This design comes from an exercise in tuning for small area on the open sky130 flow, not from production work.
RTL that was checked went through simulation tests only; none was proved equivalent to the original.
Only the layout flow was run in run 6; the RTL was not checked for function there.
Power is estimated from default activity; no workload was simulated.

==> flow/design.v <==
module xv11_framer (
    input  wire         clk,
    input  wire         rst,           
    input  wire         variant,       
    input  wire         poll,
    input  wire         in_valid,
    input  wire [7:0]   in_byte,
    input  wire         in_fail,
    output wire         busy,
    output reg          done,
    output reg          failed,
    output reg          wr_valid,
    output reg  [6:0]   wr_group,
    output reg  [127:0] wr_data,
    output reg  [15:0]  speed_raw,
    output reg  [22:0]  speed_sum,
    output reg  [6:0]   good_packets
);
    localparam [1:0] PH_IDLE   = 2'd0,
                     PH_SEARCH = 2'd1,
                     PH_SPEED  = 2'd2,    
                     PH_FILL   = 2'd3;
    reg  [1:0]  phase;
    reg         legacy;
    reg  [4:0]  cnt;
    reg  [10:0] lfsr;
    wire [6:0] grp_in = {in_byte[6] ^ (legacy | !in_byte[5]),
                         in_byte[5] ^ !legacy, in_byte[4:0]};
    assign busy = (phase != PH_IDLE);
    wire take_poll = !busy && poll;
    wire take_fail = busy && in_fail;
    wire take_byte = busy && !in_fail && in_valid;
    wire is_fa  = (in_byte == 8'hFA);
    wire is_idx = (in_byte >= 8'hA0) && (in_byte <= 8'hF9);
    wire in_pkt  = cnt[4] || (cnt[3] && cnt[2]);        
    wire pk_tail = (cnt[4:1] == 4'b1111);               
    wire accept  = (cnt == 5'd31);
    wire idx_last = (wr_group == 7'd89);
    wire at_hdr  = (cnt == 5'd11);
    wire grp_load = take_byte && (legacy ? (phase == PH_SEARCH) : at_hdr);
    wire lg_gend = (cnt[3:0] == 4'd15);
    reg         c8_r;
    wire [16:0] sc;
    wire [15:0] cin = {sc[15:9], c8_r, sc[7:1], 1'b0};
    wire [22:0] sum_next;
    wire [22:16] hi_all;       
    genvar gi;
    generate
        for (gi = 0; gi < 16; gi = gi + 1) begin : g_add
            assign sum_next[gi] = speed_sum[gi] ^ speed_raw[gi] ^ cin[gi];
            assign sc[gi+1] = (speed_sum[gi] & speed_raw[gi]) |
                              (cin[gi] & (speed_sum[gi] ^ speed_raw[gi]));
        end
        for (gi = 16; gi < 23; gi = gi + 1) begin : g_inc
            if (gi == 16) begin : g_first
                assign hi_all[gi] = 1'b1;
            end else begin : g_rest
                assign hi_all[gi] = hi_all[gi-1] & speed_sum[gi-1];
            end
            assign sum_next[gi] = speed_sum[gi] ^ (sc[16] & hi_all[gi]);
        end
    endgenerate
    assign sc[0] = 1'b0;
    always @(posedge clk)
        c8_r <= sc[8];
    reg [7:0] lsync_byte;
    always @(*) begin
        case (cnt[1:0])
            2'd2: lsync_byte = 8'h5A;
            2'd3: lsync_byte = 8'hA5;
            2'd0: lsync_byte = 8'h00;
            default: lsync_byte = 8'hC0;
        endcase
    end
    wire pk_fill = take_byte && phase == PH_FILL && !legacy;
    wire pk_data = pk_fill && in_pkt && !pk_tail && !is_fa;
    wire lg_spd  = take_byte && phase == PH_SPEED;
    wire lg_body = take_byte && phase == PH_FILL && legacy;
    always @(posedge clk) begin
        if (lg_spd || lg_body || pk_data)
            wr_data <= {in_byte, wr_data[127:8]};
        if (lg_spd || pk_data)
            speed_raw <= {wr_data[7:0], speed_raw[15:8]};
    end
    always @(posedge clk)
        wr_valid <= ((lg_spd || lg_body) && lg_gend && (lg_body || cnt[4])) ||
                    (pk_fill && accept && !is_fa);
    always @(posedge clk) begin
        if (rst) begin
            phase  <= PH_IDLE;
            done   <= 1'b0;
            failed <= 1'b0;
        end else if (take_poll) begin
            legacy       <= variant;
            phase        <= PH_SEARCH;
            done         <= 1'b0;
            failed       <= 1'b0;
            cnt          <= 5'd10;
            speed_sum    <= 23'd0;
            good_packets <= 7'd0;
        end else if (take_fail) begin
            phase  <= PH_IDLE;
            failed <= 1'b1;
        end else begin
            if (grp_load)
                wr_group <= grp_in;
            else if (wr_valid && legacy)
                wr_group <= wr_group + 7'd1;
            if (take_byte) begin
                case (phase)
                PH_SEARCH: begin
                    if (legacy) begin
                        if (in_byte == lsync_byte) begin
                            cnt <= cnt + 5'd1;
                            if (cnt[1:0] == 2'd1) begin
                                phase    <= PH_SPEED;
                            end
                        end else begin
                            cnt <= 5'd10;
                        end
                    end else begin
                        if (at_hdr ? (in_byte == 8'hA0) : is_fa) begin
                            cnt <= cnt + 5'd1;
                            if (at_hdr) begin
                                lfsr  <= 11'd0;
                                phase <= PH_FILL;
                            end
                        end else begin
                            cnt <= 5'd10;
                        end
                    end
                end
                PH_SPEED: begin
                    cnt <= cnt + 5'd1;
                    if (cnt == 5'd31)
                        phase <= PH_FILL;
                end
                default: begin    
                    if (legacy) begin
                        cnt <= cnt + 5'd1;
                        if (lg_gend && idx_last) begin
                            phase <= PH_IDLE;
                            done  <= 1'b1;
                        end
                    end else begin
                        lfsr <= {lfsr[9:0], !(lfsr[10] ^ lfsr[8])};
                        if (lfsr == 11'h757) begin
                            phase <= PH_IDLE;
                            done  <= 1'b1;
                        end
                        if (cnt == 5'd10) begin
                            if (is_fa) cnt <= 5'd11;
                        end else if (at_hdr) begin
                            if (is_idx) begin
                                cnt <= 5'd12;
                            end else if (!is_fa) begin
                                cnt <= 5'd10;
                            end
                        end else if (in_pkt) begin
                            if (is_fa) begin
                                cnt <= 5'd11;
                            end else if (accept) begin
                                speed_sum    <= sum_next;
                                good_packets <= good_packets + 7'd1;
                                cnt          <= idx_last ? 5'd0 : 5'd10;
                            end else begin
                                cnt <= cnt + 5'd1;
                            end
                        end
                    end
                end
                endcase
            end
        end
    end
endmodule
==> flow/flow/run.sh <==
#!/bin/bash
# The standard layout with three changes:
#  - after the standard synthesis, its combinational logic is mapped again
#    with a stronger ABC script (registers, their cells and names unchanged);
#  - every port gets the smallest buffer (buf_1) instead of the default pick;
#  - CTS clusters ~20 sinks per clkbuf_8 leaf and inserts no dummy loads.
set -u
W=$PWD
R=$W/orfs/results/$FLOW_PLATFORM/xv11_framer/base
export BUFFER_PORTS_ARGS="-buffer_cell sky130_fd_sc_hd__buf_1"
export CTS_ARGS="-sink_clustering_enable -repair_clock_nets -buf_list sky130_fd_sc_hd__clkbuf_8 -dont_use_dummy_load -sink_clustering_size 20 -sink_clustering_max_diameter 60"

bash standard.sh synth > synth.log 2>&1 || exit 1

cp $R/1_2_yosys.v $W/standard_synth.v
export REMAP_LIB=$FLOW_HOME/platforms/$FLOW_PLATFORM/lib/sky130_fd_sc_hd__tt_025C_1v80.lib
export REMAP_IN=$W/standard_synth.v
export REMAP_OUT=$W/remapped.v
export REMAP_SCRIPT=$W/flow/remap.abc
export REMAP_CONSTR=$W/remap.constr
printf 'set_driving_cell sky130_fd_sc_hd__buf_1\nset_load 5\n' > $REMAP_CONSTR
export REMAP_SEQ="$(grep -o 'sky130_fd_sc_hd__[a-z0-9_]*df[a-z0-9_]*' standard_synth.v | sort -u | tr '\n' ' ')"
export REMAP_DONT_USE="$(make -s -C $FLOW_HOME DESIGN_CONFIG=$FLOW_CONFIG print-DONT_USE_CELLS 2>/dev/null | sed 's/^DONT_USE_CELLS[:=]* *//')"
if yosys -c flow/remap.tcl > remap.log 2>&1 && [ -s remapped.v ] && ! grep -o '\\[^ ]*' remapped.v | grep -q '[:/]'; then
  cp remapped.v $R/1_2_yosys.v
  rm -f $R/1_synth.odb $R/1_synth.sdc
  echo "using the remapped netlist" >> remap.log
else
  echo "remap failed: using the standard netlist" >> remap.log
fi

bash standard.sh > finish.log 2>&1
==> flow/flow/remap.abc <==
strash
&get -n
&fraig -x
&put
dc2
strash
&get -n
&deepsyn -T 60
&put
strash
&get -n
&dch -f
&nf -R 1000
&put
strash
&get -n
&deepsyn -T 60
&put
strash
&get -n
&dch -f
&nf -R 1000
&put
==> flow/flow/remap.tcl <==
# Re-map the combinational logic of the standard synthesis netlist with a
# stronger ABC script. Registers (and their instance names) are kept as they
# are: every sequential cell is held as its own module while the
# combinational cells are flattened into gates and mapped again.
yosys -import
set lib $::env(REMAP_LIB)
read_liberty -overwrite -ignore_miss_func $lib
read_verilog $::env(REMAP_IN)
hierarchy -top $::env(FLOW_TOP)
set seq {}
foreach c [split $::env(REMAP_SEQ) " "] { if {$c ne ""} { lappend seq $c } }
setattr -mod -set keep_hierarchy 1 {*}$seq
flatten
yosys rename -hide w:*.*
opt_clean -purge
set du {}
foreach c [split $::env(REMAP_DONT_USE) " "] { if {$c ne ""} { lappend du -dont_use $c } }
abc -script $::env(REMAP_SCRIPT) -liberty $lib {*}$du -constr $::env(REMAP_CONSTR) -D 7000
setundef -zero
splitnets
opt_clean -purge
hilomap -singleton -hicell sky130_fd_sc_hd__conb_1 HI -locell sky130_fd_sc_hd__conb_1 LO
insbuf -buf sky130_fd_sc_hd__buf_4 A X
opt_clean -purge
hierarchy -top $::env(FLOW_TOP)
select $::env(FLOW_TOP)
tee -o remap_stat.txt stat -liberty $lib
write_verilog -noattr -nohex -nodec -selected $::env(REMAP_OUT)

# check the result as a netlist of library cells
design -reset
read_liberty -lib $lib
read_verilog $::env(REMAP_OUT)
hierarchy -check -top $::env(FLOW_TOP)
check -assert -mapped
==> flow/standard.sh <==
#!/bin/bash
# synth_recipe.tcl (not shown) runs the flow's synth.tcl, then flattens the netlist and writes it again
# the make line also repeats each setting of config.mk as NAME=value (left out here)
make -C /OpenROAD-flow-scripts/flow DESIGN_CONFIG=/design/flow/config.mk WORK_HOME=/design/flow/orfs CLKGATE_MAP_FILE= SYNTH_SCRIPT=/design/flow/synth_recipe.tcl "${@:-finish}"
==> flow/config.mk <==
export PLATFORM = sky130hd
export DESIGN_NAME = xv11_framer
export DESIGN_NICKNAME = xv11_framer
export VERILOG_FILES = /design/flow/design.v
export SDC_FILE = /design/flow/constraint.sdc
export NUM_CORES = 4
export LEC_CHECK = 0
export CAP_MARGIN = 20
export CORE_MARGIN = 2
export CORE_UTILIZATION = 60
export SLEW_MARGIN = 20
==> flow/constraint.sdc <==
create_clock -name core_clock -period 7.0 [get_ports {clk}]
set_input_delay 1.4000 -clock core_clock [delete_from_list [all_inputs] [get_ports {clk}]]
set_output_delay 1.4000 -clock core_clock [all_outputs]
set_load 0.01 [all_outputs]
==> flow_summary.yaml, run 1 <==
worst_setup_path:
  crit_fanout: 75
  startpoint_type: "input pin"
  regToRegSetupSlack_ps: 3350
  reg2reg_depth: 6
  path_cells: "buf_1 -> o21ai_0 -> nor2_1 -> and3_1 -> or3_1 -> a21oi_4 -> buf_4 -> buf_4"
  crit_type: "input pin to flip-flop"
  crit_top_cell: "buf_4"
  required_ps: 7090
  slowest_stage: "buf_4"
  max_stage_delay_ps: 820
  cp-startpoint: "in_byte[2]"
  r2r-start: "cnt[0]"
  cp.arrival_ps: 4120
  worst_setup_path_end_kind: "flip-flop"
power_and_ir_drop:
  p_comb_share_pct: 4.3
  p_per_area_nw_per_um2: 222.4
  pwr-share-clk_pct: 26.2
  power_leakage_nw: 2.775
  p_sw_share_pct: 20.28
  p_int_mw: 1.550
  power_mw: 1.945
  ir_drop_uv: 223.5
  pwr-share-seq_pct: 69.5
  switchingPower_mw: 0.3944
clock_tree:
  cts_tree: "done"
  clock-sinks: 204
  worstSkewPairLatency_ps: 480
  ctsHoldBuffers: 0
  cts_root_buf: "clkbuf_8"
  cts.reportedPaths.clkPinSlew_ps: 110
  clk_path_buf_depth: 3
  cts_buffers: 14
  postCtsResizedCells: 0
  cts_setup_buffers: 0
  htreeDepth: 1
drt:
  dr.pass1.iters: 5
  initialDrtViolationCount: 404
  vias: 4614
  drcViolationCount: 0
  route.detailed.wl_per_inst_um: 17.10
  ant_nets: 0
  vias_per_cell: 5.441
  wl_mm: 14.50
sta:
  hold-worst-slack_ps: 436.3
  period_share_pct: 57.56
  hold_viol_final: 0
  layout_min_cycle_time_ps: 4029
  maxSlewViolCount: 0
  fmax_mhz: 248.2
  worst_pin_slew_ps: 984.3
  finalSetupViolCount: 0
  relSlewSlack_pct: 33.99
  finClkSkew_ps: 32.55
  finalSetupTns_ps: 0
  rsz0062_at_grt: "no"
global_route:
  grt_pass1_wl_mm: 21.38
  use_met3_pct: 4.722
  grt_start_max_net_pins: 76
  grt-ovfl-total: 0
  grt_pass1_vias: 4244
  grt-busiest-layer: "met2"
  use_met2_pct: 33.88
  grt_util_met1_pct: 27.77
  grt_usage_pct: 20.41
  grt_antenna_before_repair: 0
floorplan:
  num_rows: 40
  die_w_um: 116.2
  initial_core_util_pct: 62.09
  io-pin-count: 199
  die_h_um: 116.2
  dieArea_um2: 13500
  placeableCoreArea_um2: 12160
worst_hold_path:
  hold_class: "flip-flop to flip-flop"
  min-delay-start: "wr_data[111]"
  hold_depth: 0
logic_synthesis:
  syn_area_um2: 7551
  ys_warn_count: 1
  avgSynthCellArea_um2: 16.27
  netlist_instances: 464
  syn_nets: 478
job:
  maxCapViolCount: 0
placement:
  gp_congestion: 0.8549
  numPortBuffers: 198
  dp_hpwl_mm: 10.19
cells_and_area:
  diodes: 0
  syn_to_final_growth_pct: 15.81
  drive_gt1_share_pct: 3.088
  nets: 696
status:
  status: "timing/DRC/antenna clean"
[flip-flops by register name, summed over array words and instances (netlist names)]
name          flops
wr_group          7
c8_r              1
lfsr             11
wr_valid          1
done              1
good_packets      7
speed_raw        16
wr_data         128
speed_sum        23
cnt               5
failed            1
phase             2
legacy            1
[layer usage]
metal	wire length, um	up-vias	part of all wire [%]
met5	0	-	0
met4	262	0	1.8
met3	1063	21	7.3
met2	7217	170	50
met1	5956	2235	41
li1	-	2188	-
[final cells by class]
cell class | instances | area [um2]
inverter | 5 | 18.77
sequential | 204 | 6066
fill | 857 | 3417
clock buffer | 14 | 192.7
tap | 168 | 210.2
timing repair buffer | 202 | 773.2
multi-input combinational | 255 | 1484
[power by group through the flow]
stage	logic [mW]	clock network [mW]	registers [mW]
6_report	0.0844	0.509	1.35
5_1_grt	0.0943	0.562	1.35
4_1_cts	0.0848	0.529	1.35
3_5_place_dp	0.0840	0	1.38
3_3_place_gp	0.0810	0	1.38
2_1_floorplan	0.0509	0	1.38
[path summary, 6_finish.rpt]
path,endpoint
hold reg to reg,wr_data[103]
hold / removal,wr_data[103]
setup / recovery,wr_data[4]
setup reg to reg,speed_sum[6]
[worst max-delay path, delay by kind of cell]
kind                   cells  cell delay [ps]
buffers and inverters      3             1540
AO/OA/AOI/OAI              2              390
AND/OR/NAND/NOR            3              740
[layout by cell type (no fill, tap or decap), types with 2 or more instances in the layout]
cell and n:
nand4b_1 2, xor2_1 13, clkinv_1 5, o21ai_0 17
o22ai_1 3, or2_0 3, nand2b_1 5, edfxtp_1 198
nand3_1 6, o21a_1 2, o21bai_1 2, mux2_1 2
a31o_1 2, nand2_1 36, nor2b_1 17, dfxtp_1 6
a2111oi_0 2, nand4_1 4, clkbuf_8 14, a21oi_1 27
buf_4 4, maj3_1 3, or3_1 2, buf_1 198
and2_0 3, nor2_1 41, a31oi_1 6, and3_1 11
xnor2_1 17, nor3_1 13
[per-stage QoR]
stage          utilization [%]  std cells  area (um2)  worst slack [ps]
2_1_floorplan                -        464        7562             891.0
3_3_place_gp             70.31        834        8551              2426
3_5_place_dp             70.32        834        8552              2447
4_1_cts                  71.90        848        8745              2958
5_1_grt                  71.90        848        8745              2698
6_report                 71.90        848        8745              2971
==> run 2: changes to the inputs <==
--- a/flow/flow/run.sh
+++ b/flow/flow/run.sh
@@ -3,3 +3,4 @@
 #  - after the standard synthesis, its combinational logic is mapped again
-#    with a stronger ABC script (registers, their cells and names unchanged);
+#    with a stronger ABC script (registers, their cells and names unchanged,
+#    and the full-adder cells kept);
 #  - every port gets the smallest buffer (buf_1) instead of the default pick;
@@ -21,3 +22,4 @@
 printf 'set_driving_cell sky130_fd_sc_hd__buf_1\nset_load 5\n' > $REMAP_CONSTR
-export REMAP_SEQ="$(grep -o 'sky130_fd_sc_hd__[a-z0-9_]*df[a-z0-9_]*' standard_synth.v | sort -u | tr '\n' ' ')"
+# registers, and the full adders of the standard synthesis, are kept as they are
+export REMAP_SEQ="$(grep -o 'sky130_fd_sc_hd__[a-z0-9_]*df[a-z0-9_]*' standard_synth.v | sort -u | tr '\n' ' ') sky130_fd_sc_hd__fa_1"
 export REMAP_DONT_USE="$(make -s -C $FLOW_HOME DESIGN_CONFIG=$FLOW_CONFIG print-DONT_USE_CELLS 2>/dev/null | sed 's/^DONT_USE_CELLS[:=]* *//')"
==> run 2 against run 1 <==
Compared with the run above: still clean on timing, DRC and antenna; synthesized cell count shrank 8.8%; cell area fell by 0.30%; utilization increased by 0.080 points; sequential cell count unchanged; non-clock buffer count up 1; area after synthesis fell by 0.68%; first-iteration DRC count up 5.7%; register-to-register slack lost 1000 ps; final cell count down 4.6%; count of clock-buffer cells in the layout grew 1; worst setup slack lost 650 ps; sequential power is essentially flat.
==> flow_summary.yaml, run 2 <==
drt:
  drcViolationCount: 0
  route.detailed.wl_per_inst_um: 18.42
  ant_nets: 0
  vias: 4403
  dr.pass1.iters: 4
  wl_mm: 14.90
  vias_per_cell: 5.443
  initialDrtViolationCount: 427
worst_setup_path:
  path_depth: 17
  crit_type: "flip-flop to flip-flop"
  required_ps: 7230
  crit_family: "adder cells"
  reg2reg_depth: 17
  crit_fanout: 5
  startpoint_type: "flip-flop"
  path_cells: "clkinv_1 -> fa_1 -> clkinv_1 -> fa_1 -> fa_1 -> fa_1 -> fa_1 -> fa_1 -> fa_1 -> clkinv_1 -> fa_1 -> nor2b_1 -> and3_1 -> and2_0 -> and3_1 -> o21ai_0 -> a21oi_1"
  slowest_stage: "edfxtp_1"
  regToRegSetupSlack_ps: 2320
  worst-path-buf-inv: 3
  worst_setup_path_end_kind: "flip-flop"
  crit_top_cell: "fa_1"
  cp.arrival_ps: 4900
  max_stage_delay_ps: 440
power_and_ir_drop:
  p_int_mw: 1.567
  ir_drop_uv: 221.6
  p_comb_share_pct: 4.3
  p_per_area_nw_per_um2: 225.1
  switchingPower_mw: 0.3959
  pwr-share-seq_pct: 69.1
  p_sw_share_pct: 20.17
  power_leakage_nw: 2.717
  pwr-share-clk_pct: 26.6
floorplan:
  initial_core_util_pct: 61.92
  die_h_um: 115.8
  placeableCoreArea_um2: 12110
  io-pin-count: 199
  dieArea_um2: 13410
  die_w_um: 115.8
  num_rows: 40
global_route:
  grt_start_max_net_pins: 76
  grt_pass1_vias: 4231
  grt_antenna_before_repair: 0
  grt_pass1_wl_mm: 22.21
  grt_usage_pct: 21.73
  grt-ovfl-total: 0
cells_and_area:
  largest-register: "wr_data"
  layout_common_cells: "edfxtp_1, buf_1, and2_0, nor2_1, o21ai_0"
  reg_top3: "wr_data (128), speed_sum (23), speed_raw (16)"
  syn_to_final_growth_pct: 16.25
  largest_reg_flops: 128
  fin_cells: 809
  diodes: 0
  drive_gt1_share_pct: 3.588
  nets: 672
sta:
  finalSetupTns_ps: 0
  rsz0062_at_grt: "no"
  maxSlewViolCount: 0
  layout_min_cycle_time_ps: 4676
  finClkSkew_ps: 52.63
  fmax_mhz: 213.9
  relSlewSlack_pct: 31.63
  worst_pin_slew_ps: 1020
  finalSetupViolCount: 0
  hold_viol_final: 0
  period_share_pct: 66.80
  hold-worst-slack_ps: 402.5
clock_tree:
  worstSkewPairLatency_ps: 490
  cts_tree: "done"
  cts_setup_buffers: 0
  cts_buffers: 15
  postCtsResizedCells: 0
  ctsHoldBuffers: 0
  clock-sinks: 204
  cts_root_buf: "clkbuf_8"
  clk_path_buf_depth: 3
  htreeDepth: 1
  cts.reportedPaths.clkPinSlew_ps: 100
logic_synthesis:
  avgSynthCellArea_um2: 17.73
  syn_nets: 452
  syn_area_um2: 7500
  ys_warn_count: 1
  netlist_instances: 423
worst_hold_path:
  hold_depth: 0
  hold_class: "flip-flop to flip-flop"
job:
  maxCapViolCount: 0
status:
  status: "timing/DRC/antenna clean"
placement:
  numPortBuffers: 198
  placed_cells: 794
  gp_congestion: 0.9403
  dp_hpwl_mm: 10.56
[run 2: power by group through the flow]
stage	registers [mW]	logic (mW)	clock network [mW]
2_1_floorplan	1.39	0.0467	0
3_3_place_gp	1.38	0.0816	0
3_5_place_dp	1.38	0.0837	0
4_1_cts	1.36	0.0850	0.543
5_1_grt	1.36	0.0955	0.576
6_report	1.36	0.0840	0.522
[run 2: area by class of cell]
class,count,area [um2]
tap,168,210.2
clock buffer,15,206.4
sequential,204,6066
timing repair buffer,203,780.7
multi-input combinational,206,1406
inverter,13,48.80
fill,853,3393
[run 2: layer usage]
metal | GRT usage [%] | up-vias | share of wire [%]
met2 | 36.22 | 189 | 50
met1 | 28.55 | 2146 | 39
met4 | 7.857 | 0 | 3.3
met3 | 5.021 | 32 | 8.2
met5 | 0 | - | 0
li1 | - | 2036 | -
[run 2: worst reg2reg max path, stage by stage, from the launching register on]
cell,delay [ps]
edfxtp_1,440
clkinv_1,90
fa_1,180
clkinv_1,80
fa_1,390
fa_1,390
fa_1,390
fa_1,400
fa_1,400
fa_1,380
clkinv_1,70
fa_1,180
nor2b_1,90
and3_1,220
and2_0,230
and3_1,250
o21ai_0,190
a21oi_1,70
[run 2: through the flow]
step | power [mW] | setup slack, ps | cell area (um2) | util (%)
floorplan | 1.433 | 953.7 | 7511 | -
global placement | 1.465 | 2601 | 8512 | 70.28
detailed placement | 1.468 | 2332 | 8512 | 70.28
CTS | 1.984 | 2295 | 8718 | 71.98
global route | 2.030 | 2111 | 8718 | 71.98
finish | 1.963 | 2324 | 8718 | 71.98
[run 2: final timing paths]
check                                   from            end
worst min-delay path            wr_data[114]   wr_data[106]
worst min register to register  wr_data[114]   wr_data[106]
worst max register to register  speed_raw[8]  speed_sum[22]
worst max-delay path            speed_raw[8]  speed_sum[22]
==> run 3: changes to the inputs <==
--- a/flow/design.v
+++ b/flow/design.v
@@ -9,4 +9,4 @@
     output wire         busy,
-    output reg          done,
-    output reg          failed,
+    output wire         done,
+    output wire         failed,
     output reg          wr_valid,
@@ -18,7 +18,12 @@
 );
-    localparam [1:0] PH_IDLE   = 2'd0,
-                     PH_SEARCH = 2'd1,
-                     PH_SPEED  = 2'd2,    
-                     PH_FILL   = 2'd3;
-    reg  [1:0]  phase;
+    localparam [2:0] ST_IDLE   = 3'b000,
+                     ST_DONE   = 3'b001,
+                     ST_FAIL   = 3'b010,
+                     ST_SEARCH = 3'b100,
+                     ST_SPEED  = 3'b101,    
+                     ST_FILL   = 3'b110;
+    reg  [2:0]  st;
+    wire in_search = st[2] & !st[1] & !st[0];
+    wire in_speed  = st[2] & !st[1] & st[0];
+    wire in_fill   = st[2] & st[1];
     reg         legacy;
@@ -28,3 +33,5 @@
                          in_byte[5] ^ !legacy, in_byte[4:0]};
-    assign busy = (phase != PH_IDLE);
+    assign busy   = st[2];
+    assign done   = !st[2] & st[0];
+    assign failed = !st[2] & st[1];
     wire take_poll = !busy && poll;
@@ -39,3 +46,3 @@
     wire at_hdr  = (cnt == 5'd11);
-    wire grp_load = take_byte && (legacy ? (phase == PH_SEARCH) : at_hdr);
+    wire grp_load = take_byte && (legacy ? in_search : at_hdr);
     wire lg_gend = (cnt[3:0] == 4'd15);
@@ -45,3 +52,2 @@
     wire [22:0] sum_next;
-    wire [22:16] hi_all;       
     genvar gi;
@@ -53,11 +59,4 @@
         end
-        for (gi = 16; gi < 23; gi = gi + 1) begin : g_inc
-            if (gi == 16) begin : g_first
-                assign hi_all[gi] = 1'b1;
-            end else begin : g_rest
-                assign hi_all[gi] = hi_all[gi-1] & speed_sum[gi-1];
-            end
-            assign sum_next[gi] = speed_sum[gi] ^ (sc[16] & hi_all[gi]);
-        end
     endgenerate
+    assign sum_next[22:16] = speed_sum[22:16] + {6'd0, sc[16]};
     assign sc[0] = 1'b0;
@@ -74,6 +73,6 @@
     end
-    wire pk_fill = take_byte && phase == PH_FILL && !legacy;
+    wire pk_fill = take_byte && in_fill && !legacy;
     wire pk_data = pk_fill && in_pkt && !pk_tail && !is_fa;
-    wire lg_spd  = take_byte && phase == PH_SPEED;
-    wire lg_body = take_byte && phase == PH_FILL && legacy;
+    wire lg_spd  = take_byte && in_speed;
+    wire lg_body = take_byte && in_fill && legacy;
     always @(posedge clk) begin
@@ -89,10 +88,6 @@
         if (rst) begin
-            phase  <= PH_IDLE;
-            done   <= 1'b0;
-            failed <= 1'b0;
+            st <= ST_IDLE;
         end else if (take_poll) begin
             legacy       <= variant;
-            phase        <= PH_SEARCH;
-            done         <= 1'b0;
-            failed       <= 1'b0;
+            st           <= ST_SEARCH;
             cnt          <= 5'd10;
@@ -101,4 +96,3 @@
         end else if (take_fail) begin
-            phase  <= PH_IDLE;
-            failed <= 1'b1;
+            st <= ST_FAIL;
         end else begin
@@ -109,4 +103,3 @@
             if (take_byte) begin
-                case (phase)
-                PH_SEARCH: begin
+                if (in_search) begin
                     if (legacy) begin
@@ -115,3 +108,3 @@
                             if (cnt[1:0] == 2'd1) begin
-                                phase    <= PH_SPEED;
+                                st <= ST_SPEED;
                             end
@@ -125,3 +118,3 @@
                                 lfsr  <= 11'd0;
-                                phase <= PH_FILL;
+                                st <= ST_FILL;
                             end
@@ -132,8 +125,8 @@
                 end
-                PH_SPEED: begin
+                else if (in_speed) begin
                     cnt <= cnt + 5'd1;
                     if (cnt == 5'd31)
-                        phase <= PH_FILL;
+                        st <= ST_FILL;
                 end
-                default: begin    
+                else begin    
                     if (legacy) begin
@@ -141,4 +134,3 @@
                         if (lg_gend && idx_last) begin
-                            phase <= PH_IDLE;
-                            done  <= 1'b1;
+                            st <= ST_DONE;
                         end
@@ -147,4 +139,3 @@
                         if (lfsr == 11'h757) begin
-                            phase <= PH_IDLE;
-                            done  <= 1'b1;
+                            st <= ST_DONE;
                         end
@@ -171,3 +162,2 @@
                 end
-                endcase
             end
--- a/flow/flow/run.sh
+++ b/flow/flow/run.sh
@@ -6,3 +6,3 @@
 #  - every port gets the smallest buffer (buf_1) instead of the default pick;
-#  - CTS clusters ~20 sinks per clkbuf_8 leaf and inserts no dummy loads.
+#  - CTS clusters ~18 sinks per clkbuf_8 leaf and inserts no dummy loads.
 set -u
@@ -11,3 +11,3 @@
 export BUFFER_PORTS_ARGS="-buffer_cell sky130_fd_sc_hd__buf_1"
-export CTS_ARGS="-sink_clustering_enable -repair_clock_nets -buf_list sky130_fd_sc_hd__clkbuf_8 -dont_use_dummy_load -sink_clustering_size 20 -sink_clustering_max_diameter 60"
+export CTS_ARGS="-sink_clustering_enable -repair_clock_nets -buf_list sky130_fd_sc_hd__clkbuf_8 -dont_use_dummy_load -sink_clustering_size 18 -sink_clustering_max_diameter 60"
 
--- a/flow/flow/remap.tcl
+++ b/flow/flow/remap.tcl
@@ -2,4 +2,5 @@
 # stronger ABC script. Registers (and their instance names) are kept as they
-# are: every sequential cell is held as its own module while the
-# combinational cells are flattened into gates and mapped again.
+# are: every cell listed in REMAP_SEQ (the registers, and the full adders) is
+# held as its own module while the other cells are flattened into gates and
+# mapped again.
 yosys -import
--- a/flow/config.mk
+++ b/flow/config.mk
@@ -7,5 +7,5 @@
 export LEC_CHECK = 0
-export CAP_MARGIN = 20
+export CAP_MARGIN = 5
 export CORE_MARGIN = 2
 export CORE_UTILIZATION = 60
-export SLEW_MARGIN = 20
+export SLEW_MARGIN = 5
==> run 3 against run 2 <==
Compared with the run above: highest routed layer unchanged; register-to-register slack better by 140 ps; worst setup slack improved by 140 ps; count of clock-buffer cells in the layout up 1; cell area is 0.37% lower.
==> flow_summary.yaml, run 3 <==
power_and_ir_drop:
  p_sw_share_pct: 21.69
  switchingPower_mw: 0.4514
  p_per_area_nw_per_um2: 239.6
  pwr-share-clk_pct: 25.8
  power_leakage_nw: 2.758
  ir_drop_uv: 172.3
  pwr-share-seq_pct: 67.5
  power_mw: 2.081
  p_comb_share_pct: 6.7
  p_int_mw: 1.630
drt:
  highest_layer: "met4"
  vias_per_cell: 5.498
  dr_wl_met3_mm: 1.245
  drcViolationCount: 0
  initialDrtViolationCount: 340
  vias: 4453
  route.detailed.wl_per_inst_um: 18.15
  drt-met1-wl_mm: 5.877
  ant_nets: 0
  wl_mm: 14.70
  dr.pass1.iters: 7
  routed-wl-met2_mm: 7.329
worst_setup_path:
  crit_fanout: 5
  required_ps: 7180
  path_cells: "fa_1 -> fa_1 -> fa_1 -> fa_1 -> fa_1 -> fa_1 -> fa_1 -> clkinv_1 -> fa_1 -> nor2b_1 -> and3_1 -> and3_1 -> a21oi_1 -> nor3_1"
  reg2reg_to: "speed_sum[22]"
  crit_type: "flip-flop to flip-flop"
  cp-startpoint: "speed_raw[8]"
  crit_end: "speed_sum[22]"
  crit_top_cell: "fa_1"
  worst_setup_path_end_kind: "flip-flop"
  reg2reg_depth: 14
  r2r-start: "speed_raw[8]"
  max_stage_delay_ps: 460
  cp.arrival_ps: 4710
  slowest_stage: "edfxtp_1"
  startpoint_type: "flip-flop"
  regToRegSetupSlack_ps: 2470
job:
  maxCapViolCount: 0
cells_and_area:
  largest_reg_flops: 128
  syn_to_final_growth_pct: 16.61
  reg_top3: "wr_data (128), speed_sum (23), speed_raw (16)"
  nets: 673
  finalCoreUtilization_pct: 72.01
  stdcell_area_um2: 8686
  layout_common_cells: "edfxtp_1, buf_1, nor2_1, nor2b_1, a21oi_1"
  diodes: 0
  largest-register: "wr_data"
  fillers: 792
  drive_gt1_share_pct: 3.894
placement:
  gp_congestion: 0.8903
  placed_area_um2: 8466
  post-place-ws_ps: 2445
  numPortBuffers: 198
  dp_hpwl_mm: 10.48
sta:
  maxSlewViolCount: 0
  worst_pin_slew_ps: 1123
  finClkSkew_ps: 61.91
  finalSetupTns_ps: 0
  rsz0062_at_grt: "no"
  relSlewSlack_pct: 24.78
  finalSetupViolCount: 0
  period_share_pct: 64.76
  hold_viol_final: 0
  fmax_mhz: 220.6
  final.setup.worst_slack_ps: 2467
  layout_min_cycle_time_ps: 4533
clock_tree:
  cts.reportedPaths.clkPinSlew_ps: 100
  clk_path_buf_depth: 3
  cts_root_buf: "clkbuf_8"
  clock-sinks: 203
  worstSkewPairLatency_ps: 490
  cts_setup_buffers: 0
  postCtsResizedCells: 0
  cts_buffers: 16
  ctsHoldBuffers: 0
  cts_tree: "done"
  htreeDepth: 1
global_route:
  grt-ovfl-total: 0
  grt_pass1_vias: 4206
  grt_pass1_wl_mm: 22.05
  grt_start_max_net_pins: 71
  grt_usage_pct: 21.52
  grt_antenna_before_repair: 0
logic_synthesis:
  avgSynthCellArea_um2: 17.65
  syn_area_um2: 7448
  netlist_instances: 422
  ys_warn_count: 1
  syn_nets: 451
status:
  status: "timing/DRC/antenna clean"
floorplan:
  io-pin-count: 199
  num_rows: 40
  initial_core_util_pct: 61.75
  die_h_um: 115.4
  die_w_um: 115.4
  placeableCoreArea_um2: 12060
  dieArea_um2: 13320
worst_hold_path:
  hold_class: "flip-flop to flip-flop"
==> run 3: routing by layer <==
metal | vias to the layer above | GRT usage [%]
met5 | - | 0
met3 | 26 | 5.439
li1 | 2025 | -
met2 | 190 | 35.40
met4 | 0 | 5.141
met1 | 2212 | 29.60
==> run 3: worst max-delay path, delay by kind of cell (launching register included) <==
kind | cells | cell delay, ps
adders and majority gates | 8 | 2980
and+or+nand+nor | 4 | 600
DFF | 1 | 460
AOI/OAI and AO/OA | 1 | 170
buffers and inverters | 1 | 60
==> run 3: metrics by stage <==
stage	hold slack, ps	cells
after floorplan	499.0	422
after global placement	429.7	794
after detailed placement	432.1	794
after CTS	411.4	810
after global routing	423.0	810
final	412.1	810
==> run 3: cell type report <==
type | instances | area (um2) | area share (%)
multi-input combinational | 206 | 1373 | 15.80
inverter | 13 | 48.80 | 0.5618
sequential | 203 | 6046 | 69.61
clock buffer | 16 | 220.2 | 2.535
tap | 168 | 210.2 | 2.420
timing repair buffer | 204 | 788.3 | 9.075
==> run 3: how the worst min path moves through the flow <==
stage,slack (ps),cells past startpoint,startpoint,endpoint
floorplan,500,0,wr_data[2],speed_raw[10]
global placement,430,0,wr_data[59],wr_data[51]
detailed placement,430,0,wr_data[116],wr_data[108]
CTS,410,0,wr_data[115],wr_data[107]
global route,420,0,wr_data[115],wr_data[107]
finish,410,0,wr_data[115],wr_data[107]
==> run 3: power groups by stage <==
stage / sequential, mW / clock (mW) / combinational (mW)
5_1_grt: 1.41 / 0.594 / 0.157
3_3_place_gp: 1.43 / 0 / 0.136
6_report: 1.41 / 0.537 / 0.139
2_1_floorplan: 1.45 / 0 / 0.0645
3_5_place_dp: 1.43 / 0 / 0.140
4_1_cts: 1.41 / 0.555 / 0.141
==> run 4: changes to the inputs <==
--- a/flow/config.mk
+++ b/flow/config.mk
@@ -7,5 +7,5 @@
 export LEC_CHECK = 0
-export CAP_MARGIN = 5
+export CAP_MARGIN = 20
 export CORE_MARGIN = 2
 export CORE_UTILIZATION = 60
-export SLEW_MARGIN = 5
+export SLEW_MARGIN = 20
==> run 4 against run 3 <==
Compared with the run above: area after synthesis stayed put; clock power barely moved; worst setup slack better by 5.1 ps; maximum frequency is 0.11% higher; routed wire length about the same; die area did not move; register-to-register slack about the same; critical path type unchanged; largest power group unchanged.
==> flow_summary.yaml, run 4 <==
drt:
  vias_per_cell: 5.523
  wl_mm: 14.71
  vias: 4474
  dr.pass1.iters: 6
  ant_nets: 0
  route.detailed.wl_per_inst_um: 18.15
  drcViolationCount: 0
  initialDrtViolationCount: 338
worst_setup_path:
  crit_fanout: 5
  regToRegSetupSlack_ps: 2470
  cp.arrival_ps: 4750
  reg2reg_depth: 14
  r2r-start: "speed_raw[8]"
  worst_setup_path_end_kind: "flip-flop"
  startpoint_type: "flip-flop"
  reg2reg_to: "speed_sum[21]"
  crit_type: "flip-flop to flip-flop"
  required_ps: 7230
clock_tree:
  cts_root_buf: "clkbuf_8"
  postCtsResizedCells: 0
  clk_path_buf_depth: 3
  worstSkewPairLatency_ps: 490
  cts_setup_buffers: 0
  cts_tree: "done"
  cts.reportedPaths.clkPinSlew_ps: 110
  cts_buffers: 16
  ctsHoldBuffers: 0
  htreeDepth: 1
  clock-sinks: 203
sta:
  final.setup.worst_slack_ps: 2472
  rsz0062_at_grt: "no"
  layout_min_cycle_time_ps: 4528
  period_share_pct: 64.68
  worst_pin_slew_ps: 947.1
  relSlewSlack_pct: 36.86
  maxSlewViolCount: 0
  finClkSkew_ps: 61.40
  finalSetupTns_ps: 0
  finalSetupViolCount: 0
  hold_viol_final: 0
  fmax_mhz: 220.9
power_and_ir_drop:
  p_per_area_nw_per_um2: 239.6
  power_leakage_nw: 2.762
  ir_drop_uv: 172.8
logic_synthesis:
  avgSynthCellArea_um2: 17.65
  syn_nets: 451
  ys_warn_count: 1
  syn_area_um2: 7448
  netlist_instances: 422
cells_and_area:
  diodes: 0
  layout_common_cells: "edfxtp_1, buf_1, nor2_1, nor2b_1, a21oi_1"
  multiInputGateArea_um2: 1378
  fillers: 791
  drive_gt1_share_pct: 3.894
  nets: 673
  largest-register: "wr_data"
  reg_top3: "wr_data (128), speed_sum (23), speed_raw (16)"
  syn_to_final_growth_pct: 16.68
  largest_reg_flops: 128
  finalCoreUtilization_pct: 72.05
  final-seq-area_um2: 6046
global_route:
  grt-ovfl-total: 0
  grt_usage_pct: 21.52
  grt_antenna_before_repair: 0
  grt_start_max_net_pins: 71
  grt_pass1_vias: 4206
  grt_pass1_wl_mm: 22.05
floorplan:
  placeableCoreArea_um2: 12060
  dieArea_um2: 13320
  die_w_um: 115.4
  initial_core_util_pct: 61.75
  die_h_um: 115.4
  io-pin-count: 199
  num_rows: 40
status:
  status: "timing/DRC/antenna clean"
worst_hold_path:
  hold_depth: 0
  min_to: "wr_data[107]"
  hold_class: "flip-flop to flip-flop"
  min-delay-start: "wr_data[115]"
placement:
  gp_congestion: 0.8903
  numPortBuffers: 198
  dp_hpwl_mm: 10.48
  post-place-ws_ps: 2445
job:
  maxCapViolCount: 0
[run 4: metrics by stage]
step / hold slack, ps / area (um2) / total power [mW] / std cells
global placement: 429.7 / 8466 / 1.566 / 794
global route: 423.0 / 8691 / 2.162 / 810
floorplan: 499.0 / 7448 / 1.512 / 422
CTS: 411.4 / 8686 / 2.101 / 810
finish: 412.6 / 8691 / 2.082 / 810
detailed placement: 432.1 / 8466 / 1.573 / 794
[run 4: power breakdown]
part / total [mW] / internal, mW / switching [mW]
clock: 0.537 / 0.206 / 0.330
sequential: 1.41 / 1.38 / 0.0274
combinational: 0.139 / 0.0452 / 0.0942
[run 4: worst max-delay path, cell delays in order (launching register included)]
cell and delay [ps]:
edfxtp_1 460, fa_1 460, fa_1 410, fa_1 400, fa_1 390, fa_1 390
fa_1 390, fa_1 370, clkinv_1 70, fa_1 180, nor2b_1 80, and3_1 220
and3_1 230, o21ai_0 210, a21oi_1 60
[run 4: worst max path at each step]
stage,start,to,cells after the start
final,speed_raw[8],speed_sum[21],14
after global routing,speed_raw[8],speed_sum[22],14
after CTS,speed_raw[8],speed_sum[22],14
after detailed placement,speed_raw[8],speed_sum[22],14
after global placement,speed_raw[8],speed_sum[22],14
after floorplan,in_valid,wr_data[0],5
[run 4: per-layer routing]
| layer | up-vias | global-route usage (%) | share of wire [%] |
|---|---|---|---|
| met4 | 0 | 5.141 | 1.6 |
| met5 | - | 0 | 0 |
| met3 | 23 | 5.439 | 8.3 |
| li1 | 2025 | - | - |
| met2 | 193 | 35.40 | 50 |
| met1 | 2233 | 29.60 | 40 |
[run 4: layout make-up]
class / instances / area share (%)
well taps: 168 / 2.419
clock buffers: 16 / 2.534
flip-flops and latches: 203 / 69.57
multi-input cells: 206 / 15.85
inverters: 13 / 0.5615
repair buffers: 204 / 9.070
==> run 5: changes to the inputs <==
--- a/flow/flow/run.sh
+++ b/flow/flow/run.sh
@@ -6,3 +6,3 @@
 #  - every port gets the smallest buffer (buf_1) instead of the default pick;
-#  - CTS clusters ~18 sinks per clkbuf_8 leaf and inserts no dummy loads.
+#  - CTS clusters ~10 sinks per clkbuf_4 leaf and inserts no dummy loads.
 set -u
@@ -11,3 +11,3 @@
 export BUFFER_PORTS_ARGS="-buffer_cell sky130_fd_sc_hd__buf_1"
-export CTS_ARGS="-sink_clustering_enable -repair_clock_nets -buf_list sky130_fd_sc_hd__clkbuf_8 -dont_use_dummy_load -sink_clustering_size 18 -sink_clustering_max_diameter 60"
+export CTS_ARGS="-sink_clustering_enable -repair_clock_nets -buf_list sky130_fd_sc_hd__clkbuf_4 -dont_use_dummy_load -sink_clustering_size 10 -sink_clustering_max_diameter 45"
 
--- a/flow/flow/remap.abc
+++ b/flow/flow/remap.abc
@@ -23 +23,10 @@
 &put
+strash
+&get -n
+&deepsyn -T 60
+&put
+strash
+&get -n
+&dch -f
+&nf -R 1000
+&put
==> run 5 against run 4 <==
Compared with the run above: count of clock-buffer cells in the layout grew 11; worst hold slack gained 17 ps; clock power shrank 3.9%; worst setup slack lost 49 ps; via count shrank 0.40%; routed wire length is essentially flat; sequential share of layout area shrank 0.12 points; area after synthesis shrank 0.12%; utilization grew 0.12 points; critical endpoint is now speed_sum[22].
==> flow_summary.yaml, run 5 <==
worst_setup_path:
  startpoint_type: "flip-flop"
  r2r-start: "speed_raw[8]"
  crit_fanout: 5
  crit_type: "flip-flop to flip-flop"
  cp.arrival_ps: 5020
  regToRegSetupSlack_ps: 2420
  cp-startpoint: "speed_raw[8]"
  worst_setup_path_end_kind: "flip-flop"
  required_ps: 7440
power_and_ir_drop:
  ir_drop_uv: 149.3
  p_sw_share_pct: 22.34
  pwr-share-clk_pct: 25.0
  p_per_area_nw_per_um2: 236.8
  power_leakage_nw: 2.772
  pwr-share-seq_pct: 68.1
  p_int_mw: 1.601
  switchingPower_mw: 0.4605
  p_comb_share_pct: 6.9
placement:
  post-place-ws_ps: 2192
  numPortBuffers: 198
  gp_congestion: 0.8092
  dp_hpwl_mm: 10.52
  placed_area_um2: 8467
logic_synthesis:
  syn_area_um2: 7440
  ys_warn_count: 1
  avgSynthCellArea_um2: 17.84
  netlist_instances: 417
  syn_nets: 446
floorplan:
  die_h_um: 115.4
  die_w_um: 115.4
  initial_core_util_pct: 61.68
  placeableCoreArea_um2: 12060
  dieArea_um2: 13310
  num_rows: 40
  io-pin-count: 199
cells_and_area:
  layout_common_cells: "edfxtp_1, buf_1, nor2_1, clkbuf_4, nor2b_1"
  nets: 679
  largest-register: "wr_data"
  stdcell_area_um2: 8706
  syn_to_final_growth_pct: 17.02
  finalCoreUtilization_pct: 72.18
  diodes: 0
  reg_top3: "wr_data (128), speed_sum (23), speed_raw (16)"
  largest_reg_flops: 128
  drive_gt1_share_pct: 5.710
global_route:
  grt_antenna_before_repair: 0
  grt_usage_pct: 21.82
  grt_start_max_net_pins: 84
  grt_pass1_vias: 4181
  grt_pass1_wl_mm: 22.16
  grt-ovfl-total: 0
drt:
  dr.pass1.iters: 5
  initialDrtViolationCount: 420
  drcViolationCount: 0
  vias_per_cell: 5.461
  route.detailed.wl_per_inst_um: 18.02
  vias: 4456
  ant_nets: 0
  wl_mm: 14.70
worst_hold_path:
  hold_class: "flip-flop to flip-flop"
  min-delay-start: "wr_data[72]"
clock_tree:
  ctsHoldBuffers: 0
  cts_setup_buffers: 0
  htreeDepth: 1
  cts_tree: "done"
  clk_path_buf_depth: 3
  cts_root_buf: "clkbuf_4"
  postCtsResizedCells: 0
  clock-sinks: 203
  cts.reportedPaths.clkPinSlew_ps: 100
  worstSkewPairLatency_ps: 600
  cts_buffers: 27
sta:
  rsz0062_at_grt: "no"
  finClkSkew_ps: 37.85
  period_share_pct: 65.38
  finalSetupViolCount: 0
  final.setup.worst_slack_ps: 2423
  maxSlewViolCount: 0
  finalSetupTns_ps: 0
  relSlewSlack_pct: 40.45
  layout_min_cycle_time_ps: 4577
  worst_pin_slew_ps: 893.2
  fmax_mhz: 218.5
  hold_viol_final: 0
job:
  maxCapViolCount: 0
status:
  status: "timing/DRC/antenna clean"
## run 5: final timing paths
kind,endpoint,cells after the start
max,speed_sum[22],14
min,wr_data[64],0
max reg2reg,speed_sum[22],14
min reg2reg,wr_data[64],0
## run 5: final cells by class
type                    instances  area, um2
flip-flops and latches        203       6046
multi-input cells             201       1390
repair buffers                204      808.3
inverters                      13      48.80
clock buffers                  27      202.7
fillers                       844       3356
well taps                     168      210.2
## run 5: power groups by stage
| stage | Combinational (mW) | Sequential (mW) | Clock [mW] |
|---|---|---|---|
| 5_1_grt | 0.158 | 1.41 | 0.585 |
| 3_3_place_gp | 0.135 | 1.43 | 0 |
| 6_report | 0.142 | 1.40 | 0.516 |
| 4_1_cts | 0.141 | 1.40 | 0.535 |
| 2_1_floorplan | 0.0638 | 1.45 | 0 |
| 3_5_place_dp | 0.140 | 1.43 | 0 |
## run 5: critical path: stages (launching register included)
cell	delay (ps)
edfxtp_1	450
fa_1	460
fa_1	420
fa_1	400
fa_1	390
fa_1	390
fa_1	380
fa_1	380
clkinv_1	90
fa_1	190
nor2b_1	80
and3_1	220
and3_1	230
and3_1	190
nor3_1	170
## run 5: through the flow
| step | total power [mW] | hold slack [ps] | std cells |
|---|---|---|---|
| after global routing | 2.152 | 415.7 | 816 |
| final | 2.061 | 429.7 | 816 |
| after detailed placement | 1.572 | 432.7 | 788 |
| after floorplan | 1.510 | 499.0 | 417 |
| after CTS | 2.080 | 440.8 | 815 |
| after global placement | 1.565 | 429.3 | 788 |
## run 5: metal layers
layer / GRT usage, % / vias up / routed length, um
li1: - / 2051 / -
met5: 0 / - / 0
met2: 34.85 / 200 / 7184
met1: 30.00 / 2186 / 5860
met3: 6.220 / 19 / 1447
met4: 6.104 / 0 / 211
==> run 6: changes to the inputs <==
==> flow/design.v (replaced) <==
module xv11_framer (
    input  wire         clk,
    input  wire         rst,           
    input  wire         variant,       
    input  wire         poll,
    input  wire         in_valid,
    input  wire [7:0]   in_byte,
    input  wire         in_fail,
    output wire         busy,
    output reg          done,
    output reg          failed,
    output reg          wr_valid,
    output wire [6:0]   wr_group,
    output reg  [127:0] wr_data,
    output reg  [15:0]  speed_raw,
    output reg  [22:0]  speed_sum,
    output reg  [6:0]   good_packets
);
    localparam [1:0] PH_IDLE   = 2'd0,
                     PH_SEARCH = 2'd1,
                     PH_SPEED  = 2'd2,
                     PH_FILL   = 2'd3;
    reg  [1:0]  phase;
    reg         legacy;
    reg  [4:0]  cnt;
    reg  [10:0] rem;        
    reg  [6:0]  idx;        
    assign busy = (phase != PH_IDLE);
    wire take_poll = !busy && poll;
    wire take_fail = busy && in_fail;
    wire take_byte = busy && !in_fail && in_valid;
    wire is_fa  = (in_byte == 8'hFA);
    wire is_idx = (in_byte >= 8'hA0) && (in_byte <= 8'hF9);
    wire hdr_ok = (rem >= 11'd21);         
    wire last   = (rem == 11'd0);
    wire in_pkt  = (cnt >= 5'd2) && (cnt <= 5'd21);
    wire accept  = in_pkt && (cnt == 5'd21);
    assign wr_group = legacy ? (7'd88 - rem[10:4]) : idx;
    reg [7:0] lsync_byte;
    always @(*) begin
        case (cnt[1:0])
            2'd0: lsync_byte = 8'h5A;
            2'd1: lsync_byte = 8'hA5;
            2'd2: lsync_byte = 8'h00;
            default: lsync_byte = 8'hC0;
        endcase
    end
    wire pk_fill = take_byte && phase == PH_FILL && !legacy;
    wire pk_data = pk_fill && in_pkt && !is_fa && (cnt <= 5'd19);
    wire lg_spd  = take_byte && phase == PH_SPEED;
    wire lg_body = take_byte && phase == PH_FILL && legacy;
    wire lg_end  = lg_spd ? (rem[4:0] == 5'd16) : (rem[3:0] == 4'd0);
    always @(posedge clk) begin
        if (lg_spd || lg_body || pk_data)
            wr_data <= {in_byte, wr_data[127:8]};
        if (lg_spd || pk_data)
            speed_raw <= {wr_data[7:0], speed_raw[15:8]};
    end
    always @(posedge clk)
        wr_valid <= ((lg_spd || lg_body) && lg_end) ||
                    (pk_fill && accept && !is_fa);
    always @(posedge clk) begin
        if (rst) begin
            phase  <= PH_IDLE;
            done   <= 1'b0;
            failed <= 1'b0;
        end else if (take_poll) begin
            legacy       <= variant;
            phase        <= PH_SEARCH;
            done         <= 1'b0;
            failed       <= 1'b0;
            cnt          <= 5'd0;
            speed_sum    <= 23'd0;
            good_packets <= 7'd0;
        end else if (take_fail) begin
            phase  <= PH_IDLE;
            failed <= 1'b1;
        end else if (take_byte) begin
            case (phase)
            PH_SEARCH: begin
                if (legacy) begin
                    if (in_byte == lsync_byte) begin
                        cnt <= cnt + 5'd1;
                        if (cnt[1:0] == 2'd3) begin
                            rem   <= 11'd1441;
                            phase <= PH_SPEED;
                        end
                    end else begin
                        cnt <= 5'd0;
                    end
                end else begin
                    if (cnt[0] == 1'b0 && is_fa) begin
                        cnt <= 5'd1;
                    end else if (cnt[0] == 1'b1 && in_byte == 8'hA0) begin
                        cnt   <= 5'd2;
                        idx   <= 7'd0;
                        rem   <= 11'd1977;
                        phase <= PH_FILL;
                    end else begin
                        cnt <= 5'd0;
                    end
                end
            end
            PH_SPEED: begin
                rem <= rem - 11'd1;
                if (lg_end)
                    phase <= PH_FILL;
            end
            default: begin    
                rem <= rem - 11'd1;
                if (last) begin
                    phase <= PH_IDLE;
                    done  <= 1'b1;
                end
                if (!legacy) begin
                    if (cnt == 5'd0) begin
                        if (is_fa && hdr_ok) cnt <= 5'd1;
                    end else if (cnt == 5'd1) begin
                        if (is_idx) begin
                            cnt <= 5'd2;
                            idx <= in_byte[6:0] - 7'h20;
                        end else if (!(is_fa && hdr_ok)) begin
                            cnt <= 5'd0;
                        end
                    end else if (in_pkt) begin
                        if (is_fa) begin
                            cnt <= hdr_ok ? 5'd1 : 5'd0;
                        end else if (accept) begin
                            speed_sum    <= speed_sum + {7'd0, speed_raw};
                            good_packets <= good_packets + 7'd1;
                            cnt          <= (idx == 7'd89) ? 5'd22 : 5'd0;
                        end else begin
                            cnt <= cnt + 5'd1;
                        end
                    end
                end
            end
            endcase
        end
    end
endmodule
==> flow/run.sh (new file) <==
#!/bin/bash
# synth_recipe.tcl (not shown) runs the flow's synth.tcl, then flattens the netlist and writes it again
# the make line also repeats each setting of config.mk as NAME=value (left out here)
make -C /OpenROAD-flow-scripts/flow DESIGN_CONFIG=/design/flow/config.mk WORK_HOME=/design/flow/orfs CLKGATE_MAP_FILE= SYNTH_SCRIPT=/design/flow/synth_recipe.tcl finish
--- a/flow/config.mk
+++ b/flow/config.mk
@@ -9,3 +9,3 @@
 export CORE_MARGIN = 2
-export CORE_UTILIZATION = 60
+export CORE_UTILIZATION = 40
 export SLEW_MARGIN = 20
removed: flow/flow/run.sh
removed: flow/flow/remap.abc
removed: flow/flow/remap.tcl
removed: flow/standard.sh
==> run 6 against run 5 <==
Compared with the run above: worst hold slack improved by 14 ps; sequential cell count unchanged; total power increased by 24%; clock skew decreased by 19 ps; critical path type is now flip-flop to output port; critical endpoint is now wr_group[6]; highest routed layer unchanged.
==> flow_summary.yaml, run 6 <==
clock_tree:
  cts_setup_buffers: 0
  cts_buffers: 23
  cts_tree: "done"
  ctsHoldBuffers: 0
  cts_root_buf: "clkbuf_16"
  htreeDepth: 1
  postCtsResizedCells: 0
  worstSkewPairLatency_ps: 500
  cts.reportedPaths.clkPinSlew_ps: 60
  clock-sinks: 203
  clk_path_buf_depth: 3
logic_synthesis:
  yosys.area_share.simple_pct: 11.33
  synth_flop_cell: "edfxtp_1"
  ys_seq_area_share_pct: 69.85
  ys_types: 64
  yosysMostFrequentCell: "edfxtp_1"
  synth-edff-count: 198
  ys_top_cells_by_count: "edfxtp_1, nor2_1, nand2_1"
  netlist_instances: 608
  async_flop_share_pct: 0
  yosys.area.top_type: "edfxtp_1"
  synth_mux_area_share_pct: 0.8673
  synth_seq_cells: 203
  syn_nets: 657
  ys_warn_count: 1
  synth_top_family_by_area: "simple AND/OR/NAND/NOR gates"
  synth_fa_ha_area_share_pct: 5.146
  synth_area_leaders: "edfxtp_1, ha_1, nor2_1"
  syn_area_um2: 8656
  synth-compound-area-share_pct: 8.413
  synth_xor_area_share_pct: 2.833
  avgSynthCellArea_um2: 14.24
  synth_top_area_share_pct: 68.69
worst_setup_path:
  worst_setup_path_end_kind: "output port"
  max_stage_delay_ps: 570
  cp.arrival_ps: 2630
  slowest_stage: "clkdlybuf4s50_1"
  required_ps: 5600
  cp-startpoint: "rem[4]"
  worst-path-buf-inv: 2
  r2r-start: "cnt[0]"
  crit_family: "buffers and inverters"
  crit_fanout: 7
  startpoint_type: "flip-flop"
  crit_type: "flip-flop to output port"
  path_cells: "inv_1 -> ha_1 -> nand2b_1 -> a31oi_1 -> xnor2_1 -> a21oi_1 -> clkdlybuf4s50_1"
drt:
  initialDrtViolationCount: 345
  ant_nets: 0
  routed-wl-met2_mm: 9.614
  wl_mm: 20.03
  drt-met1-wl_mm: 8.299
  vias_per_cell: 5.222
  drcViolationCount: 0
  dr.pass1.iters: 5
  vias: 5807
  route.detailed.wl_per_inst_um: 18.01
  dr_wl_met3_mm: 1.676
  highest_layer: "met4"
global_route:
  grt_pass1_vias: 5727
  grt-ovfl-total: 0
  grt_pass1_wl_mm: 31.07
  grt_usage_pct: 17.31
  grt_start_max_net_pins: 129
  grt_antenna_before_repair: 0
cells_and_area:
  multiInputGateArea_um2: 2496
  reg_top3: "wr_data (128), speed_sum (23), speed_raw (16)"
  layout_common_cells: "edfxtp_1, clkdlybuf4s50_1, nor2_1, nand2_1, ha_1"
  fin_cells: 1112
  nets: 869
  drive_gt1_share_pct: 6.571
  syn_to_final_growth_pct: 34.71
  largest_reg_flops: 128
  diodes: 0
  finalCoreUtilization_pct: 55.12
  final-seq-area_um2: 6046
  largest-register: "wr_data"
  fillers: 1735
placement:
  gp_congestion: 0.8672
  placed_cells: 1069
  numPortBuffers: 198
  dp_hpwl_mm: 14.08
sta:
  finalSetupViolCount: 0
  maxSlewViolCount: 0
  rsz0062_at_grt: "no"
  fmax_mhz: 248.4
  hold_viol_final: 0
  relSlewSlack_pct: 38.92
  finalSetupTns_ps: 0
  finClkSkew_ps: 18.85
  worst_pin_slew_ps: 912.8
  period_share_pct: 57.51
  layout_min_cycle_time_ps: 4025
worst_hold_path:
  hold_class: "flip-flop to flip-flop"
  min-delay-start: "wr_data[92]"
floorplan:
  num_rows: 53
  io-pin-count: 199
  initial_core_util_pct: 40.92
  dieArea_um2: 22830
  placeableCoreArea_um2: 21150
  die_h_um: 151.1
  die_w_um: 151.1
power_and_ir_drop:
  power_leakage_nw: 4.030
  p_per_area_nw_per_um2: 219.9
  ir_drop_uv: 178.8
job:
  maxCapViolCount: 0
status:
  status: "timing/DRC/antenna clean"
[run 6: kinds of logic (layout without fill, tap and decap cells)]
logic type	after synthesis	after routing
simple gates	196	196
buf+inv	34	263
fa+ha+maj	35	35
mux	7	7
flops	203	203
compound gates	105	105
xor+xnor	28	28
[run 6: layer usage]
layer / global-route usage (%) / vias to the layer above
met1: 22.28 / 2814
met5: 0 / -
met4: 4.673 / 0
met2: 28.91 / 222
li1: - / 2740
met3: 4.910 / 31
[run 6: layout make-up]
cell class              instances  area share [%]
clock buffers                  26           5.033
clock inverters                16          0.7190
inverters                      17          0.5473
multi-input cells             371           21.41
flip-flops and latches        203           51.85
well taps                     275           2.951
repair buffers                204           17.49
[run 6: stage by stage]
stage	setup WS, ps	cell area [um2]	hold WS, ps	total power, mW
after floorplan	542.2	8660	499.0	1.468
after global placement	2875	10980	431.2	1.524
after detailed placement	2659	10980	434.1	1.528
after CTS	2953	11650	444.7	2.603
after global routing	2835	11660	449.6	2.665
final	2975	11660	443.3	2.564
[run 6: path summary, 6_finish.rpt]
kind	end	slack, ps	cells past startpoint
setup reg to reg	rem[8]	3950	5
setup / recovery	wr_group[6]	2970	7
hold / removal	wr_data[84]	440	0
hold reg to reg	wr_data[84]	440	0
[run 6: worst register-to-register path: stages (launching register included)]
cell	delay, ps
edfxtp_1	590
ha_1	320
or4_4	550
a2111oi_4	420
nor2_1	90
nor2_1	710
[run 6: report_power, final]
| part | switching, mW | total, mW | leakage (nW) | internal, mW |
|---|---|---|---|---|
| combinational | 0.0833 | 0.150 | 1.86 | 0.0669 |
| clock | 0.458 | 1.06 | 0.335 | 0.603 |
| sequential | 0.0151 | 1.35 | 1.84 | 1.34 |
| total | 0.556 | 2.56 | 4.03 | 2.01 |

==> separate check: timing with driven ports <==
In the flow no input, the clock included, has a driving cell. The finished layouts below were timed again as built, in two steps.
Step 1 assumes that a clkbuf_16 drives the clock port and a buf_2 every other input.
Step 2, shift: input delay + t, output delay - t, t = (earliest + latest rising clock arrival at the registers) / 2. This alone moves slack from input paths to output paths.
a / b / c = ideal / step 1 / step 2; a / b = the first two.
run	shift t [ns]	setup WS [ns]	worst data-port slew with drivers (ns)	pins driven straight from the clock port
run 1	0.502	2.971 / 2.983 / 2.482	0.04	1
run 2	0.495	2.324 / 2.324 / 2.324	0.03	1
run 3	0.494	2.467 / 2.467 / 2.467	0.04	1
run 4	0.497	2.472 / 2.472 / 2.472	0.04	1
run 5	0.617	2.423 / 2.423 / 2.423	0.03	1
run 6	0.542	2.975 / 2.928 / 2.751	0.03	1
After both steps setup and hold are still met in every run listed. The setup slack of run 1, which loses most, moves by +0.012 ns with the drivers and by -0.489 ns with both steps.
